Context: an optimization exercise on an open-source flow, tuned for small area, a short achievable clock period and few clock cycles per item. The choices shown serve that exercise and are no tape-out recipe. Function was checked by simulation only, so behaviour that the tests miss may differ from the original.

==> flow/design.v (excerpt) <==
module qspi_lmx_xpose (
    input  wire        clk,
    input  wire        rst,
    input  wire        cfg_we,
    input  wire [4:0]  cfg_addr,
    input  wire [31:0] cfg_wdata,
    input  wire        start,
    output wire        busy,
    output reg         done,
    output reg  [14:0] xfer_len,
    output reg         warn_clamped,
    output reg         warn_mismatch,
    output reg         warn_all_empty,
    output reg         mem_req_valid,
    input  wire        mem_req_ready,
    output reg  [29:0] mem_req_addr,
    input  wire        mem_rsp_valid,
    input  wire [31:0] mem_rsp_data,
    output reg         out_valid,
    input  wire        out_ready,
    output reg  [31:0] out_data
);
    integer j, k;
    function ge15;
        input [14:0] a, b;
        reg g, l;
        integer i;
        begin
            g = 1'b0; l = 1'b0;
            for (i = 0; i < 15; i = i + 1) begin
                g = (a[i] & ~b[i]) | (~(~a[i] & b[i]) & g);
                l = (~a[i] & b[i]) | (~(a[i] & ~b[i]) & l);
            end
            ge15 = ~l;
        end
    endfunction
    reg [31:0] lane_ptr    [0:3];
    reg [31:0] lane_len    [0:3];
    reg [31:0] lane_pad    [0:3];
    reg [1:0]  lane_padlen [0:3];    
    reg [2:0]  lane_count;
    reg        busy_q;
    assign busy = busy_q;
    wire        wr_ok = cfg_we & ~busy_q & ~start;
    wire [31:0] wdat  = rst ? 32'd0 : cfg_wdata;
    wire [1:0]  wpl   = rst ? 2'd0  : cfg_wdata[1:0] - 2'd1;
    always @(posedge clk) begin
        for (j = 0; j < 4; j = j + 1) begin
            if (rst | (wr_ok & (cfg_addr == {1'b0, j[1:0], 2'd0}))) lane_ptr[j]    <= wdat;
            if (rst | (wr_ok & (cfg_addr == {1'b0, j[1:0], 2'd1}))) lane_len[j]    <= wdat;
            if (rst | (wr_ok & (cfg_addr == {1'b0, j[1:0], 2'd2}))) lane_pad[j]    <= wdat;
            if (rst | (wr_ok & (cfg_addr == {1'b0, j[1:0], 2'd3}))) lane_padlen[j] <= wpl;
        end
        if (rst | (wr_ok & (cfg_addr == 5'd16))) lane_count <= wdat[2:0];
    end
    reg [5:0]  ge_r;          
    reg [14:0] cu  [0:3];     
  ...
Settings: LEC_CHECK=0, CAP_MARGIN=20, CORE_MARGIN=2, CORE_UTILIZATION=60, CTS_BUF_LIST=sky130_fd_sc_hd__clkbuf_4 sky130_fd_sc_hd__clkbuf_8, CTS_CLUSTER_SIZE=30, SLEW_MARGIN=20; clock period 13.5 ns.
standard.sh (not shown) runs the stock make flow with config.mk's settings and CLKGATE_MAP_FILE= SYNTH_SCRIPT=/design/flow/synth_recipe.tcl, a recipe that flattens the netlist after the stock synthesis.
==> flow/flow/run.sh <==
#!/bin/bash
# Standard ORFS layout, with faster port buffers and timing repair aimed
# well below the clock period.
set -euo pipefail
bash standard.sh SETUP_SLACK_MARGIN=9 "BUFFER_PORTS_ARGS=-buffer_cell sky130_fd_sc_hd__buf_4" finish > flow_make.log 2>&1
Testbench counts at the start, summed over its fixed seeds: cycles 9,529, items 7,883.
Then changed:
--- a/flow/design.v
+++ b/flow/design.v
@@ -73,30 +73,28 @@
     reg [1:0]  eor [0:3];
     reg [1:0]  culo_r [0:3];
     reg [1:0]  eo  [0:3];     
     reg [1:0]  key [0:3];
     reg [1:0]  rank [0:3];
     reg [1:0]  nlast_c;
     reg [7:0]  perm_c;
-    reg [14:0] pc  [0:3];     
     always @(*) begin
         used[0] = |lane_count;
         used[1] = lane_count[2] | lane_count[1];
         used[2] = lane_count[2] | (lane_count[1] & lane_count[0]);
         used[3] = lane_count[2];
         for (j = 0; j < 4; j = j + 1) begin
             over[j] = (|lane_len[j][31:15]) | (lane_len[j][14] & (|lane_len[j][13:0]));
             el[j]   = used[j] & (|lane_len[j]);
             cl[j]   = over[j] ? 15'd16384 : lane_len[j][14:0];
             cu[j]   = used[j] ? cl[j] : 15'd0;
             clf[j]  = over_r[j] ? 15'd16384 : lane_len[j][14:0];
             cuf[j]  = used[j] ? clf[j] : 15'd0;
             eo[j]   = lane_ptr[j][1:0] + cl[j][1:0];
             key[j]  = eor[j] - l_lo;
-            pc[j]   = clf[j] + {13'd0, lane_ptr[j][1:0]};
         end
         nlast_c = 2'd3;
         for (j = 0; j < 4; j = j + 1)
             if (~el[j]) nlast_c = nlast_c - 2'd1;
         for (j = 0; j < 4; j = j + 1) begin
             rank[j] = 2'd0;
             for (k = 0; k < 4; k = k + 1)
@@ -106,29 +104,28 @@
         perm_c = 8'd0;
         for (k = 0; k < 4; k = k + 1)
             for (j = 0; j < 4; j = j + 1)
                 if (el[j] && rank[j] == k[1:0]) perm_c[2*k +: 2] = j[1:0];
     end
     reg [7:0]  perm;          
     reg [1:0]  nlast;
-    reg [14:0] preg [0:3];
     always @(posedge clk) begin
         ge_r  <= {ge15(cu[2], cu[3]), ge15(cu[1], cu[3]), ge15(cu[1], cu[2]),
                   ge15(cu[0], cu[3]), ge15(cu[0], cu[2]), ge15(cu[0], cu[1])};
         nlast <= nlast_c;
         over_r <= over;
         for (j = 0; j < 4; j = j + 1)
             culo_r[j] <= cu[j][1:0];
         for (j = 0; j < 4; j = j + 1) begin
             eor[j]  <= eo[j];
-            preg[j] <= pc[j];
         end
     end
     wire start_acc = start & ~busy_q;
     reg  init1, init2;        
+    reg  init3;
     reg [14:0] ro;             
     reg [14:0] rm1;            
     reg [3:0]  idata;          
     reg [1:0]  ph [0:3];       
     reg [31:0] slot0 [0:3];
     reg [31:0] slot1 [0:3];
     reg [3:0]  sv0, sv1, swp, srp;
@@ -140,15 +137,18 @@
     reg [15:0] sr;             
     reg        slast;          
     reg [1:0]  sl;
     reg [1:0]  slane;
     wire [1:0]  sl_nx   = (sl == nlast) ? 2'd0 : sl + 2'd1;
     wire [1:0]  lane_nx = perm[2*sl_nx +: 2];
     wire [15:0] sr_nx   = sr - 16'd4;
-    wire [15:0] a_diff = {1'b0, preg[slane]} - sr;
+    reg  [14:0] pcur;
+    wire [14:0] p_nx   = clf[lane_nx] + {13'd0, lane_ptr[lane_nx][1:0]};
+    wire [14:0] p_sl   = clf[slane] + {13'd0, lane_ptr[slane][1:0]};
+    wire [15:0] a_diff = {1'b0, pcur} - sr;
     wire [3:0]  a_top  = {sr[2], sr[2:0]} + {2'b00, a_diff[1:0]};
     wire        a_ok   = ~a_diff[15] & (~slast | (~a_top[3] & (a_top != 4'd0)));
     reg        b_v;
     reg [1:0]  b_lane;
     reg [12:0] b_d;
     wire [29:0] b_addr = lane_ptr[b_lane][31:2] + {17'd0, b_d};
     reg [1:0]  c_lane;
@@ -159,15 +159,15 @@
     reg  [3:0] room;
     always @(*) begin
         for (j = 0; j < 4; j = j + 1)
             room[j] = ~alloc[j][1] | (~alloc[j][0] & ~stv[j] & idata[j] & (bsel[j] == 2'd3));
     end
     wire b_go   = b_v & room[b_lane] & (~mem_req_valid | mem_req_ready)
                   & ((tcnt + {2'd0, mem_req_valid}) <= 3'd3);
-    wire a_step = scan_act & (~b_v | b_go);
+    wire a_step = scan_act & ~init2 & (~b_v | b_go);
     wire [1:0] rsp_lane = tq[tr];
     reg  [3:0] early;
     always @(*) begin
         for (j = 0; j < 4; j = j + 1)
             early[j] = (swp[j] ? sv1[j] : sv0[j]) & ~pop[j];
     end
     reg [3:0]  hv;
@@ -230,14 +230,15 @@
             xfer_len       <= 15'd0;
             warn_clamped   <= 1'b0;
             warn_mismatch  <= 1'b0;
             warn_all_empty <= 1'b0;
             ro             <= 15'd0;
             init1          <= 1'b0;
             init2          <= 1'b0;
+            init3          <= 1'b0;
             out_valid      <= 1'b0;
             mem_req_valid  <= 1'b0;
             scan_act       <= 1'b0;
             b_v            <= 1'b0;
             tw             <= 2'd0;
             tr             <= 2'd0;
             tcnt           <= 3'd0;
@@ -249,38 +250,42 @@
             mm_done        <= 1'b1;
             for (j = 0; j < 4; j = j + 1)
                 alloc[j] <= 2'd0;
         end else begin
             done  <= fin;
             init1 <= start_acc;
             init2 <= init1;
+            init3 <= init2;
             if (start_acc) begin
                 busy_q  <= 1'b1;
                 mm_done <= 1'b0;
             end else if (fin) begin
                 busy_q  <= 1'b0;
             end
             if (init1) begin
                 xfer_len       <= l_calc;
                 ro             <= l_calc;
                 warn_clamped   <= |(used & over);
                 warn_all_empty <= (|lane_count) & ~(|el);
             end else if (load) begin
                 ro             <= rm1;
             end
+            if (init2)
+                pcur     <= p_sl;
             if (init1) begin
                 scan_act <= |l_calc;
                 sr       <= {1'b0, l_calc};
                 slast    <= ~(|l_calc[14:1]);
                 sl       <= 2'd0;
                 slane    <= perm_c[1:0];
                 perm     <= perm_c;
             end else if (a_step) begin
                 sl       <= sl_nx;
                 slane    <= lane_nx;
+                pcur     <= p_nx;
                 if (sl == nlast) begin
                     if (slast) scan_act <= 1'b0;
                     sr    <= sr_nx;
                     slast <= sr_nx[15] | ~(|sr_nx[14:1]);
                 end
             end
             if (a_step) begin
Die area fell by about 1.8%.
Fmax is higher by about 0.8%.
Cell area went down by 1.8%.
Synthesized area is lower by about 1.9%.
Worst setup slack gets better by 36 ps.
Non-clock buffer count falls by 7.
Count of clock-buffer cells in the layout went up by 12.
Testbench counts after the change, summed over its fixed seeds: cycles 9,555, items 7,883.

-- separate check: timing with driven ports --
How much do the figures lean on ideal ports? The routed layouts below were timed once more, with nothing changed but the port constraints. Step 1 assumes that a clkbuf_16 drives the clock port and a buf_2 every other input. Step 2, shift: input delay + t, output delay - t, t = (earliest + latest rising clock arrival at the registers) / 2. This alone moves slack from input paths to output paths. Three values: no drivers, after step 1, after step 2; two values: the first two.
run	t, ns	setup WS [ns]	worst setup path at the end	worst data-port slew with drivers (ns)	cell pins on the clock port's net
the first run	0.896	9.055 / 9.033 / 8.238	input to register	0.11	1
the second run	0.885	9.092 / 9.092 / 8.293	input to register	0.11	1
After both steps every run listed still meets setup and hold. For the first run, which loses most, drivers alone change the setup slack by -0.022 ns; drivers and shift together by -0.817 ns.
